This design comes from an exercise in tuning for small area and a short achievable clock period on the open sky130 flow, not from production work.
At most, simulation tests tie the RTL to the original design; equivalence was not proved.
Power is estimated from default activity; no workload was simulated.

Design pwroff_engine, start of the top module:
module pwroff_engine (
    input  wire        clk,
    input  wire        rst_n,         
    input  wire [31:0] base,
    input  wire [31:0] tick_rate,
    input  wire        trig_valid,
    input  wire [7:0]  trig_reason,
    output wire        ret_valid,
    output wire        ret_handled,
    input  wire        ret_ready,
    output wire        bus_valid,
    output wire        bus_write,
    output wire [31:0] bus_addr,
    output wire [7:0]  bus_wdata,
    input  wire        bus_ready,
    input  wire [7:0]  bus_rdata,
    output wire        slp_valid,
    output wire [6:0]  slp_units,
    input  wire        slp_ready,
    output wire        diag_valid,
    output wire [7:0]  diag_code,
    output wire [31:0] diag_data,
    input  wire        diag_ready,
    output wire [31:0] status
);
For scale: about 210 I/O pins, ~6200 µm² of cells after synthesis.
clock: 20.0 ns
lec_check: 0
cap_margin: 20
core_margin: 2
core_utilization: 40
slew_margin: 20
standard.sh (not shown) runs the stock make flow with config.mk's settings and CLKGATE_MAP_FILE= SYNTH_SCRIPT=/design/flow/synth_recipe.tcl, a recipe that flattens the netlist after the stock synthesis.
==> flow/flow/run.sh <==
#!/bin/bash
# The standard layout (standard.sh) with:
#  - the standard synthesis script, its ABC step given an area script;
#  - the synthesis buffers removed at floorplan;
#  - small port buffers;
#  - timing repair after CTS aiming past the clock period (setup margin).
set -euo pipefail
W=$PWD
{ head -n 1 synth_recipe.tcl; cat flow/abc_override.tcl; tail -n +2 synth_recipe.tcl; } > synth_area.tcl
export AREA_ABC_SCRIPT=$W/flow/area.abc
bash standard.sh \
  SYNTH_SCRIPT=$W/synth_area.tcl \
  REMOVE_ABC_BUFFERS=1 \
  "BUFFER_PORTS_ARGS=-buffer_cell sky130_fd_sc_hd__buf_1" \
  SETUP_SLACK_MARGIN=14.6 \
  MATCH_CELL_FOOTPRINT=0 \
  SKIP_REPAIR_TIE_FANOUT=1 \
  "CTS_BUF_LIST=sky130_fd_sc_hd__clkbuf_4 sky130_fd_sc_hd__clkbuf_8" \
  finish > standard.log 2>&1
==> flow/flow/abc_override.tcl <==
# Map the logic with an area-oriented ABC script (flow/area.abc) in place of
# the speed script; every other argument (liberty, dont_use cells, delay
# target) is kept. The flip-flops are mapped before ABC runs, so they are the
# standard synthesis's.
proc abc {args} {
  set i [lsearch -exact $args -script]
  if { $i >= 0 } {
    set args [lreplace $args $i [expr {$i + 1}] -script $::env(AREA_ABC_SCRIPT)]
  }
  yosys abc {*}$args
}
==> flow/flow/area.abc <==
&get -n
&st
&dch
&nf -R 1000
&put
Next try:
--- a/flow/flow/run.sh
+++ b/flow/flow/run.sh
@@ -16,4 +16,5 @@
   MATCH_CELL_FOOTPRINT=0 \
   SKIP_REPAIR_TIE_FANOUT=1 \
-  "CTS_BUF_LIST=sky130_fd_sc_hd__clkbuf_4 sky130_fd_sc_hd__clkbuf_8" \
+  POST_GLOBAL_ROUTE_TCL=$W/flow/post_grt.tcl \
+  CTS_BUF_LIST=sky130_fd_sc_hd__clkbuf_8 \
   finish > standard.log 2>&1
==> flow/flow/post_grt.tcl (new file) <==
# After global routing: downsize gates that have slack to spare beyond the
# setup margin (area recovery), then repair slew and capacitance again.
log_cmd global_route -start_incremental
log_cmd repair_timing -recover_power 100 -setup_margin $::env(SETUP_SLACK_MARGIN) -verbose
log_cmd repair_design -verbose
detailed_placement
log_cmd global_route -end_incremental
log_cmd estimate_parasitics -global_routing
report_worst_slack
=> Combinational power barely changes. First-iteration DRC count decreases by a few percent. Total power drops slightly. Design area shrinks slightly. Worst setup slack got worse by 0.40 ns. Area after synthesis stays the same.
Next try:
--- a/flow/flow/run.sh
+++ b/flow/flow/run.sh
@@ -16,5 +16,4 @@
   MATCH_CELL_FOOTPRINT=0 \
   SKIP_REPAIR_TIE_FANOUT=1 \
-  POST_GLOBAL_ROUTE_TCL=$W/flow/post_grt.tcl \
   CTS_BUF_LIST=sky130_fd_sc_hd__clkbuf_8 \
   finish > standard.log 2>&1
removed: flow/flow/post_grt.tcl
Result: The changed run finished clean; worst setup slack is better by 0.40 ns; sequential share of layout area barely changes; total power rose by 0.37%; area after synthesis does not change; via count fell by 1.2%; cell count does not change; wire length stays flat; core utilization rose by 0.34 points; fmax rose by 7.5%; combinational power hardly moves.
Next try:
==> flow/flow/run.sh (replaced) <==
#!/bin/bash
# The standard layout (standard.sh), with these changes:
#  - synthesis: the standard flow's synthesis script, its ABC step given an area-oriented
#    script (flow/abc_override.tcl, flow/area.abc); flip-flops are mapped
#    before ABC, so the registers are the standard synthesis's;
#  - the synthesis buffers are removed at floorplan;
#  - every port gets a buf_1 buffer;
#  - one tie cell drives all constant outputs;
#  - timing repair after CTS and global routing aims past the clock period
#    (setup margin 14.6 ns), with resizing free to change cell footprints;
#  - CTS builds the clock tree from clkbuf_8 cells.
# ORFS writes each step's log under orfs/logs; make's output goes to
# standard.log.
set -euo pipefail
W=$PWD
{ head -n 1 synth_recipe.tcl; cat flow/abc_override.tcl; tail -n +2 synth_recipe.tcl; } > synth_area.tcl
export AREA_ABC_SCRIPT=$W/flow/area.abc
bash standard.sh \
  SYNTH_SCRIPT=$W/synth_area.tcl \
  REMOVE_ABC_BUFFERS=1 \
  "BUFFER_PORTS_ARGS=-buffer_cell sky130_fd_sc_hd__buf_1" \
  SKIP_REPAIR_TIE_FANOUT=1 \
  SETUP_SLACK_MARGIN=14.6 \
  MATCH_CELL_FOOTPRINT=0 \
  CTS_BUF_LIST=sky130_fd_sc_hd__clkbuf_8 \
  finish > standard.log 2>&1
The new run went through all stages and came out clean.
Design area is unchanged.
Routed wire length does not change.
Worst setup slack is unchanged.
Combinational power is about the same.
Via count stays the same.

* * *

pwroff_engine, a different RTL version from the one above (not shown whole).
Size: roughly 800 cells after synthesis, ~7100 sq um of cells after synthesis.
==> flow/config.mk <==
export PLATFORM = sky130hd
export DESIGN_NAME = pwroff_engine
export DESIGN_NICKNAME = pwroff_engine
export VERILOG_FILES = /design/flow/design.v
export SDC_FILE = /design/flow/constraint.sdc
export NUM_CORES = 4
export LEC_CHECK = 0
export CAP_MARGIN = 20
export CORE_MARGIN = 2
export CORE_UTILIZATION = 40
export SLEW_MARGIN = 20
==> flow/constraint.sdc <==
create_clock -name core_clock -period 20.0 [get_ports {clk}]
set_input_delay 4.0000 -clock core_clock [delete_from_list [all_inputs] [get_ports {clk}]]
set_output_delay 4.0000 -clock core_clock [all_outputs]
set_load 0.01 [all_outputs]
==> flow/flow/run.sh <==
#!/bin/bash
# The standard layout, with the synthesis buffers removed, small port
# buffers, and timing repair after CTS aiming well past the clock period.
set -euo pipefail
bash standard.sh \
  REMOVE_ABC_BUFFERS=1 \
  "BUFFER_PORTS_ARGS=-buffer_cell sky130_fd_sc_hd__buf_1" \
  SETUP_SLACK_MARGIN=14.3 \
  finish > standard.log 2>&1
Change:
--- a/flow/flow/run.sh
+++ b/flow/flow/run.sh
@@ -8 +8 @@
-  SETUP_SLACK_MARGIN=14.3 \
+  SETUP_SLACK_MARGIN=14.6 \
After rerunning: Worst hold slack improves by 0.0045 ns; power barely changes; wire length rises by 3.1%; die area stays the same; setup slack improves by 0.17 ns.
Change:
==> flow/flow/run.sh (replaced) <==
#!/bin/bash
# The standard layout (standard.sh) with:
#  - the standard synthesis script, its ABC step given an area script;
#  - the synthesis buffers removed at floorplan;
#  - small port buffers;
#  - timing repair after CTS aiming past the clock period (setup margin).
set -euo pipefail
W=$PWD
{ head -n 1 synth_recipe.tcl; cat flow/abc_override.tcl; tail -n +2 synth_recipe.tcl; } > synth_area.tcl
export AREA_ABC_SCRIPT=$W/flow/area.abc
bash standard.sh \
  SYNTH_SCRIPT=$W/synth_area.tcl \
  REMOVE_ABC_BUFFERS=1 \
  "BUFFER_PORTS_ARGS=-buffer_cell sky130_fd_sc_hd__buf_1" \
  SETUP_SLACK_MARGIN=14.5 \
  finish > standard.log 2>&1
==> flow/flow/abc_override.tcl (new file) <==
# Map the logic with an area-oriented ABC script (flow/area.abc) in place of
# the speed script; every other argument (liberty, dont_use cells, delay
# target) is kept. The flip-flops are mapped before ABC runs, so they are the
# standard synthesis's.
proc abc {args} {
  set i [lsearch -exact $args -script]
  if { $i >= 0 } {
    set args [lreplace $args $i [expr {$i + 1}] -script $::env(AREA_ABC_SCRIPT)]
  }
  yosys abc {*}$args
}
==> flow/flow/area.abc (new file) <==
&get -n
&st
&dch
&nf -R 1000
&put
What happened: The changed run finished clean. Total power came out lower by 10%. Worst setup slack degrades by 0.75 ns. Non-clock buffer count climbs by 25. Combinational power goes down by 42%.
No functional check of the RTL was part of any run of this note.

[afterwards: timing with drivers on the ports]
No port has a modelled driver above. Below, the same layouts with a new extraction and two added sets of constraints.
Step 1: set_driving_cell puts a clkbuf_16 on clk and a buf_2 on each other input, an assumption about the parent block.
Step 2 moves the port delays by t, midway between the first and last clock arrival at a register: inputs arrive t later, outputs are due t later. That takes back most of the time a late clock gives input paths.
Three values: ideal ports, drivers, drivers and shift; two values: the first two.
run	t, ns	slack for setup (ns)	worst setup path at the end	latest minus earliest clock arrival (ns)	cell pins on the clock port's net
the first run of note 1	0.424	14.686 / 14.650 / 14.301	input to register	0.010 / 0.011	1
the second run of note 1	0.425	14.287 / 14.250 / 14.237	input to register	0.013 / 0.012	1
the third run of note 1	0.424	14.686 / 14.650 / 14.301	input to register	0.010 / 0.011	1
the fourth run of note 1	0.424	14.686 / 14.650 / 14.301	input to register	0.010 / 0.011	1
the first run of note 2	0.404	14.402 / 14.355 / 14.097	input to register	0.012 / 0.012	1
the second run of note 2	0.400	14.571 / 14.590 / 14.190	input to register	0.011 / 0.011	1
the third run of note 2	0.397	13.817 / 13.820 / 13.423	input to register	0.007 / 0.007	1
After both steps setup and hold are still met in every run listed. The setup slack of the third run of note 2, which loses most, moves by +0.003 ns with the drivers and by -0.394 ns with both steps.
